What follows belongs to an exercise in optimizing a design on an open flow for small area; a production flow would make more cautious choices.
In this exercise RTL edits were held to simulation tests only and were not proved equivalent to the original.
Power figures rest on the tool's default switching activity, not on a simulated workload.

Setup of run 1:
## pitchcomm_engine
module pitchcomm_engine (
  input  wire        clk,
  input  wire        rst,         
  input  wire        bus_valid,
  input  wire        bus_write,
  input  wire [7:0]  bus_addr,
  input  wire [3:0]  bus_be,
  input  wire [31:0] bus_wdata,
  output wire [31:0] bus_rdata,
  output wire        bus_fault
);
export LEC_CHECK = 0
export CAP_MARGIN = 20
export CORE_MARGIN = 2
export CORE_UTILIZATION = 60
export SLEW_MARGIN = 20
export SYNTH_HIERARCHICAL = 1
create_clock -name core_clock -period 8.0 [get_ports {clk}]
standard.sh (not shown) runs the stock make flow with config.mk's settings and CLKGATE_MAP_FILE= SYNTH_SCRIPT=/design/flow/synth_recipe.tcl, a recipe that flattens the netlist after the stock synthesis.
==> flow/flow/run.sh <==
#!/bin/bash
# The standard layout (standard.sh, unchanged synthesis), with two changes:
# - the port buffers are the smallest buffer cell (buf_1) instead of the one
#   buffer_ports picks by default;
# - clock tree synthesis uses clkbuf_8 buffers in larger sink clusters and
#   inserts no dummy loads.
# standard.sh's full output goes to standard.log; ORFS's per-step logs are in
# orfs/logs/.
set -euo pipefail
export BUFFER_PORTS_ARGS="-buffer_cell sky130_fd_sc_hd__buf_1"
export CTS_ARGS="-sink_clustering_enable -repair_clock_nets -dont_use_dummy_load -buf_list sky130_fd_sc_hd__clkbuf_8 -sink_clustering_size 16 -sink_clustering_max_diameter 60"
bash standard.sh > standard.log 2>&1
The inputs of run 2 differ from those of run 1 as listed below.
--- a/flow/design.v
+++ b/flow/design.v
@@ -243,13 +243,13 @@
   wire is_enc_seq  = (op == 8'h11);
   wire is_seq_load = (op == 8'h12) && za && zb;
   wire is_decode   = (op == 8'h20) && za && zb && zc;
   wire is_admit    = (op == 8'h30) && zb;
   wire is_legal    = is_nop | is_ck_init | is_ck_upd | is_enc_next | is_enc_seq |
                      is_seq_load | is_decode | is_admit;
-  wire        crc_tx  = bus_addr[6] & ~bus_addr[5];
+  wire        crc_tx  = bus_addr[6];    
   wire        crc_rx  = ~crc_tx;
   wire [23:0] crc_src;
   wire [23:0] tx_src = {txb4, txb3, txb2};
   generate
     for (g = 0; g < 24; g = g + 1) begin : g_csrc
       pc_ao22 u_m (.a1(tx_src[g]), .a2(crc_tx), .b1(rxb[16 + g]), .b2(crc_rx), .y(crc_src[g]));
@@ -427,18 +427,17 @@
     last_time <= lt_d;
     result    <= rst ? S_OK : (we_cmd ? cmd_result : result);
     err       <= nrst & (err | fault_now | (we_cmd & ~is_legal));
   end
   wire a6 = bus_addr[6], a5 = bus_addr[5], a4 = bus_addr[4], a3 = bus_addr[3], a2 = bus_addr[2];
   wire [2:0] bi = bus_addr[4:2];
-  wire [7:0] sR, sT, sB;
+  wire [7:0] sR, sT;
   generate
     for (g = 0; g < 8; g = g + 1) begin : g_sel
       assign sR[g] = a6 & a5 & (bi == g);
       assign sT[g] = a6 & ~a5 & (bi == g) & tx_ok;
-      assign sB[g] = a6 & (bi == g) & (a5 | tx_ok);    
     end
   endgenerate
   wire s_now    = ~a6 & a5 & ~a3 & ~a2;
   wire s_rxlen  = ~a6 & a5 & ~a3 & a2;
   wire s_dds    = ~a6 & a5 & a3 & ~a2 & valid;
   wire s_lt     = ~a6 & a5 & a3 & a2 & valid;
@@ -452,26 +451,27 @@
   wire [31:0] kconst = ({32{s_config}} & 32'h0001CC73) | ({32{s_window}} & 32'h000001F4) |
                        ({32{s_preset}} & 32'h0000FFFF) | ({32{sT[0]}} & 32'h000000CC) |
                        ({32{sT[1]}} & 32'h00000001) | ({32{s_dds}} & 32'h00010000);
   wire [3:0] status_lo = {result[2] & result[1], result};
   generate
     for (g = 0; g < 8; g = g + 1) begin : g_rd_lo
-      wire [5:0] t;
-      pc_aoi222 u0 (.a1(sR[0]), .a2(rxb[g]),      .b1(sR[1]), .b2(rxb[8 + g]),  .c1(sB[2]), .c2(crc_src[g]),      .y(t[0]));
-      pc_aoi222 u1 (.a1(sB[3]), .a2(crc_src[8 + g]), .b1(sB[4]), .b2(crc_src[16 + g]), .c1(sR[5]), .c2(rxb[40 + g]), .y(t[1]));
-      pc_aoi222 u2 (.a1(sR[6]), .a2(rxb[48 + g]), .b1(sR[7]), .b2(rxb[56 + g]), .c1(sT[5]), .c2(fcrc[8 + g]), .y(t[2]));
-      pc_aoi222 u3 (.a1(sT[6]), .a2(fcrc[g]),     .b1(s_ck),  .b2(ck_acc[g]),   .c1(s_txseq), .c2(txseq[g]), .y(t[3]));
-      pc_aoi222 u4 (.a1(s_rxf), .a2(rx_seq[g]),   .b1(s_now), .b2(now[g]),      .c1(s_rxlen), .c2(rxlen[g]), .y(t[4]));
+      wire [6:0] t;
+      pc_aoi222 u0 (.a1(sR[0]), .a2(rxb[g]),      .b1(sR[1]), .b2(rxb[8 + g]),  .c1(sR[2]), .c2(rxb[16 + g]), .y(t[0]));
+      pc_aoi222 u1 (.a1(sR[3]), .a2(rxb[24 + g]), .b1(sR[4]), .b2(rxb[32 + g]), .c1(sR[5]), .c2(rxb[40 + g]), .y(t[1]));
+      pc_aoi222 u2 (.a1(sR[6]), .a2(rxb[48 + g]), .b1(sR[7]), .b2(rxb[56 + g]), .c1(sT[2]), .c2(txb2[g]),    .y(t[2]));
+      pc_aoi222 u3 (.a1(sT[3]), .a2(txb3[g]),     .b1(sT[4]), .b2(txb4[g]),     .c1(sT[5]), .c2(fcrc[8 + g]), .y(t[3]));
+      pc_aoi222 u4 (.a1(sT[6]), .a2(fcrc[g]),     .b1(s_ck),  .b2(ck_acc[g]),   .c1(s_txseq), .c2(txseq[g]), .y(t[4]));
+      pc_aoi222 u5 (.a1(s_rxf), .a2(rx_seq[g]),   .b1(s_now), .b2(now[g]),      .c1(s_rxlen), .c2(rxlen[g]), .y(t[5]));
       if (g < 4) begin : g_st
-        pc_aoi222 u5 (.a1(s_dds), .a2(last_seq[g]), .b1(s_lt), .b2(last_time[g]), .c1(s_status), .c2(status_lo[g]), .y(t[5]));
+        pc_aoi222 u6 (.a1(s_dds), .a2(last_seq[g]), .b1(s_lt), .b2(last_time[g]), .c1(s_status), .c2(status_lo[g]), .y(t[6]));
         assign bus_rdata[g] = ~(&t) | kconst[g];
       end else begin : g_nst
         wire t7, t8;
         pc_nand2 u7 (.a(s_dds), .b(last_seq[g]), .y(t7));
         pc_nand2 u8 (.a(s_lt), .b(last_time[g]), .y(t8));
-        assign bus_rdata[g] = ~(&t[4:0] & t7 & t8) | kconst[g];
+        assign bus_rdata[g] = ~(&t[5:0] & t7 & t8) | kconst[g];
       end
     end
   endgenerate
   generate
     for (g = 8; g < 16; g = g + 1) begin : g_rd_mid
       wire [1:0] t;
Findings:
Lower peak supply drop goes to run 2 over run 1.
There was hardly any difference in post-route total power between run 2 and run 1.
Run 2 vs run 1: routed wire length on met3 up in run 2
Delta (run 2 minus run 1): final hold slack moved down; cell area reported after detailed placement moved up; met1 demand-to-capacity share in global routing moved up.

==> afterwards: timing with drivers on the ports <==
In the flow no input, the clock included, has a driving cell. The finished layouts below were timed again as built, in two steps.
Step 1 (the two cells are an assumption about what drives the block):
set clk [get_ports {clk}]
set_driving_cell -lib_cell sky130_fd_sc_hd__clkbuf_16 $clk
set_driving_cell -lib_cell sky130_fd_sc_hd__buf_2 [delete_from_list [all_inputs] $clk]
Step 2 moves the port delays by t, midway between the first and last clock arrival at a register: inputs arrive t later, outputs are due t later. That takes back most of the time a late clock gives input paths.
Three values: ideal ports, drivers, drivers and shift; two values: the first two.
run	t (ns)	slack for setup (ns)	hold WS [ns]	clock arrival spread, ns	slew at the worst register clock pin (ns)
run 1	0.571	1.032 / 1.012 / 1.012	0.488 / 0.488 / 0.488	0.070 / 0.070	0.10 / 0.10
run 2	0.587	1.294 / 1.271 / 1.271	0.471 / 0.471 / 0.471	0.081 / 0.081	0.10 / 0.10
After both steps setup and hold are still met in every run listed. The setup slack of run 2, which loses most, moves by -0.023 ns with the drivers and by -0.023 ns with both steps.
